This design comes from an exercise in tuning for small area on the open sky130 flow, not from production work. At most, simulation tests tie the RTL to the original design; equivalence was not proved. No driver is modelled on the clock port, so clock power and skew are understated where the tree is cut down; a real chip needs a root buffer or a tree.

==> flow/design.v <==
module spibone_sync (
    input  wire clk,
    input  wire rst,
    input  wire raw_clk,
    input  wire raw_csn,
    input  wire raw_din,
    output wire csn,
    output wire din1,
    output wire rise,
    output wire fall,
    output wire rise_next,
    output wire level
);
    reg clk_s1, clk_s2, clk_prev;
    reg csn_s1, csn_s2;
    reg din_s1;
    always @(posedge clk) begin
        if (rst) begin
            clk_s1 <= 1'b0;
            csn_s1 <= 1'b1;
            csn_s2 <= 1'b1;
        end else begin
            clk_s1 <= raw_clk;
            csn_s1 <= raw_csn;
            csn_s2 <= csn_s1;
        end
        clk_s2   <= clk_s1;
        clk_prev <= clk_s2;
        din_s1   <= raw_din;
    end
    assign csn       = csn_s2;
    assign din1      = din_s1;
    assign rise      = clk_s2 & ~clk_prev;
    assign fall      = ~clk_s2 & clk_prev;
    assign rise_next = clk_s1 & ~clk_s2;
    assign level     = clk_prev;
endmodule
module spibone_core (
    input  wire        clk,
    input  wire        rst,
    input  wire        sclk,
    input  wire        cs_n,
    input  wire        mosi,
    output wire        miso,
    output wire        miso_oe,
    output wire        bus_cyc,
    output wire        bus_stb,
    output wire        bus_we,
    output wire [29:0] bus_adr,
    output wire [31:0] bus_dat_w,
    output wire [3:0]  bus_sel,
    input  wire        bus_ack,
    input  wire        bus_err,
    input  wire [31:0] bus_dat_r
);
    localparam [2:0] S_HDR  = 3'd0,
                     S_ADDR = 3'd1,
                     S_VAL  = 3'd2,
                     S_BUS  = 3'd3,
                     S_WAIT = 3'd4,
                     S_RESP = 3'd5,
                     S_DATA = 3'd6,
                     S_END  = 3'd7;
    wire s_csn, din1, rise, fall, rise_next, clk_level;
    spibone_sync u_sync (
        .clk       (clk),
        .rst       (rst),
        .raw_clk   (sclk),
        .raw_csn   (cs_n),
        .raw_din   (mosi),
        .csn       (s_csn),
        .din1      (din1),
        .rise      (rise),
        .fall      (fall),
        .rise_next (rise_next),
        .level     (clk_level)
    );
    reg [2:0]  state;
    reg [4:0]  cnt;
    reg        is_write;
    reg [29:0] address;
    reg [31:0] value;
    wire clear    = rst | s_csn;
    wire waiting  = (state == S_BUS) | (state == S_WAIT);
    wire cnt_end  = (cnt == 5'd7);             
    wire byte_end = (cnt[2:0] == 3'd0);
    wire bus_done = bus_ack | bus_err;
    wire adr_shift = rise_next & (clear | (state == S_HDR) |
                                  ((state == S_ADDR) & (cnt[4:1] != 4'b0011)));
    wire val_load  = (state == S_BUS) & ~is_write;
    wire send      = fall & (state == S_DATA);
    wire val_shift = (rise_next & (state == S_VAL)) | send;
    always @(posedge clk) begin
        if (adr_shift)
            address <= {address[28:0], din1};
        if (val_load)
            value <= bus_dat_r;
        else if (val_shift)
            value <= {value[30:0], din1};
    end
    wire hdr_ok = (address[7:1] == 7'd0);
    always @(posedge clk) begin
        if (clear) begin
            state <= S_HDR;
            cnt   <= 5'd0;
        end else begin
            if (waiting) begin
                if (rise)
                    cnt[2:0] <= cnt[2:0] + 3'd1;
                if (fall)
                    cnt[4] <= 1'b1;
            end else if (rise)
                cnt <= cnt + 5'd1;
            case (state)
                S_HDR: if (rise && cnt_end) begin
                    is_write <= ~address[0];
                    state    <= hdr_ok ? S_ADDR : S_END;
                end
                S_ADDR: if (rise && cnt_end)
                    state <= is_write ? S_VAL : S_BUS;
                S_VAL: if (rise && cnt_end)
                    state <= S_BUS;
                S_BUS: if (bus_done)
                    state <= S_WAIT;
                S_WAIT: if (fall && byte_end)
                    state <= S_RESP;
                S_RESP: if (fall && byte_end)
                    state <= is_write ? S_END : S_DATA;
                S_DATA: if (fall && cnt == 5'd0)
                    state <= S_END;
                default: ;
            endcase
        end
    end
    assign bus_cyc   = (state == S_BUS);
    assign bus_stb   = bus_cyc;
    assign bus_we    = bus_cyc & is_write;
    assign bus_adr   = address;
    assign bus_dat_w = value;
    assign bus_sel   = 4'hF;
    assign miso_oe   = (waiting & cnt[4]) | (state == S_RESP) | (state == S_DATA);
    wire last_edge_rise = clk_level;
    assign miso      = waiting |
                       ((state == S_RESP) & ~is_write &
                        (last_edge_rise ? (cnt[2:0] == 3'd0) : (cnt[2:0] == 3'd7))) |
                       ((state == S_DATA) & value[31]);
endmodule
==> flow/config.mk <==
export PLATFORM = sky130hd
export DESIGN_NAME = spibone_core
export DESIGN_NICKNAME = spibone_core
export VERILOG_FILES = /design/flow/design.v
export SDC_FILE = /design/flow/constraint.sdc
export NUM_CORES = 4
export LEC_CHECK = 0
export CAP_MARGIN = 20
export CORE_MARGIN = 2
export CORE_UTILIZATION = 70
export PLACE_DENSITY = 0.8
export SLEW_MARGIN = 20
==> flow/constraint.sdc <==
create_clock -name core_clock -period 5.0 [get_ports {clk}]
set_input_delay 1.0000 -clock core_clock [delete_from_list [all_inputs] [get_ports {clk}]]
set_output_delay 1.0000 -clock core_clock [all_outputs]
set_load 0.01 [all_outputs]
standard.sh (not shown) runs the stock make flow with config.mk's settings and CLKGATE_MAP_FILE= SYNTH_SCRIPT=/design/flow/synth_recipe.tcl, a recipe that flattens the netlist after the stock synthesis.
==> flow/flow/run.sh <==
#!/bin/bash
set -euo pipefail
export BUFFER_PORTS_ARGS="-buffer_cell sky130_fd_sc_hd__buf_1"
export DOWNSIZE=${DOWNSIZE:-1}
RES=orfs/results/${FLOW_PLATFORM}/spibone_core/base
bash standard.sh synth floorplan place > flow_place.log 2>&1
NCLK=${NCLK:-4} CLKBUF=${CLKBUF:-sky130_fd_sc_hd__clkbuf_8} ROOTBUF=${ROOTBUF:-sky130_fd_sc_hd__clkbuf_4} RES_DIR=$RES openroad -no_init -exit flow/cts.tcl > flow_cts.log 2>&1
cp $RES/4_1_cts.odb $RES/4_cts.odb
bash standard.sh finish > flow_finish.log 2>&1
Other scripts of this flow, unchanged in this note and not shown: flow/flow/cts.tcl
The baseline passed the timing, DRC and antenna checks.
Then changed:
--- a/flow/design.v
+++ b/flow/design.v
@@ -55,13 +55,13 @@
 );
     localparam [2:0] S_HDR  = 3'd0,
                      S_ADDR = 3'd1,
                      S_VAL  = 3'd2,
-                     S_BUS  = 3'd3,
-                     S_WAIT = 3'd4,
-                     S_RESP = 3'd5,
-                     S_DATA = 3'd6,
-                     S_END  = 3'd7;
+                     S_END  = 3'd3,
+                     S_BUS  = 3'd4,
+                     S_WAIT = 3'd5,
+                     S_RESP = 3'd6,
+                     S_DATA = 3'd7;
     wire s_csn, din1, rise, fall, rise_next, clk_level;
     spibone_sync u_sync (
         .clk       (clk),
         .rst       (rst),
@@ -84,22 +84,22 @@
     wire waiting  = (state == S_BUS) | (state == S_WAIT);
     wire cnt_end  = (cnt == 5'd7);             
     wire byte_end = (cnt[2:0] == 3'd0);
     wire bus_done = bus_ack | bus_err;
-    wire adr_shift = rise_next & (clear | (state == S_HDR) |
-                                  ((state == S_ADDR) & (cnt[4:1] != 4'b0011)));
-    wire val_load  = (state == S_BUS) & ~is_write;
-    wire send      = fall & (state == S_DATA);
-    wire val_shift = (rise_next & (state == S_VAL)) | send;
+    wire busy      = state[2];                 
+    wire adr_shift = rise_next & (state == S_ADDR) & (cnt[4:1] != 4'b0011);
+    wire val_load  = (state == S_BUS);
+    wire val_shift = (rise_next & (clear | ~busy)) | (fall & (state == S_DATA));
     always @(posedge clk) begin
         if (adr_shift)
             address <= {address[28:0], din1};
-        if (val_load)
-            value <= bus_dat_r;
-        else if (val_shift)
+        if (val_load) begin
+            if (~is_write)
+                value <= bus_dat_r;
+        end else if (val_shift)
             value <= {value[30:0], din1};
     end
-    wire hdr_ok = (address[7:1] == 7'd0);
+    wire hdr_ok = (value[7:1] == 7'd0);
     always @(posedge clk) begin
         if (clear) begin
             state <= S_HDR;
             cnt   <= 5'd0;
@@ -112,9 +112,9 @@
             end else if (rise)
                 cnt <= cnt + 5'd1;
             case (state)
                 S_HDR: if (rise && cnt_end) begin
-                    is_write <= ~address[0];
+                    is_write <= ~value[0];
                     state    <= hdr_ok ? S_ADDR : S_END;
                 end
                 S_ADDR: if (rise && cnt_end)
                     state <= is_write ? S_VAL : S_BUS;
Outcome: Cell area came out higher by 2.7%; critical path depth does not change; global-route usage is lower by 0.81 points; wire length shrinks by 0.48%; worst hold slack gains 0.053 ns; sequential share of layout area decreases by 1.6 points; setup slack got worse by 0.33 ns.
Only the layout flow was run in the second run of this note; the RTL was not checked for function there. In every run of this note, the design's own scripts or RTL, not TritonCTS, make the clock network.

==> what the ideal ports hide <==
The results above use ideal ports. As a check the final layouts listed here were re-extracted and re-timed, cells and wires unchanged. Step 1 sets driving cells, clkbuf_16 on the clock port and buf_2 on the other inputs (assumed; they add their load-dependent delay and slew). Step 2, shift: input delay + t, output delay - t, t = (earliest + latest rising clock arrival at the registers) / 2. This alone moves slack from input paths to output paths. a / b / c = no drivers / after step 1 / after step 2; a / b = the first two.
| run | t (ns) | setup slack, ns | hold WS [ns] | worst setup path after step 2 | pins driven straight from the clock port |
|---|---|---|---|---|---|
| the first run | 0.216 | 2.367 / 2.364 / 2.182 | 0.365 / 0.365 / 0.365 | input to register | 4 |
| the second run | 0.215 | 2.039 / 1.985 / 2.201 | 0.418 / 0.418 / 0.418 | register to output | 4 |
After both steps setup and hold are still met in every run listed. For the first run, which loses most, drivers alone change the setup slack by -0.003 ns; drivers and shift together by -0.185 ns.
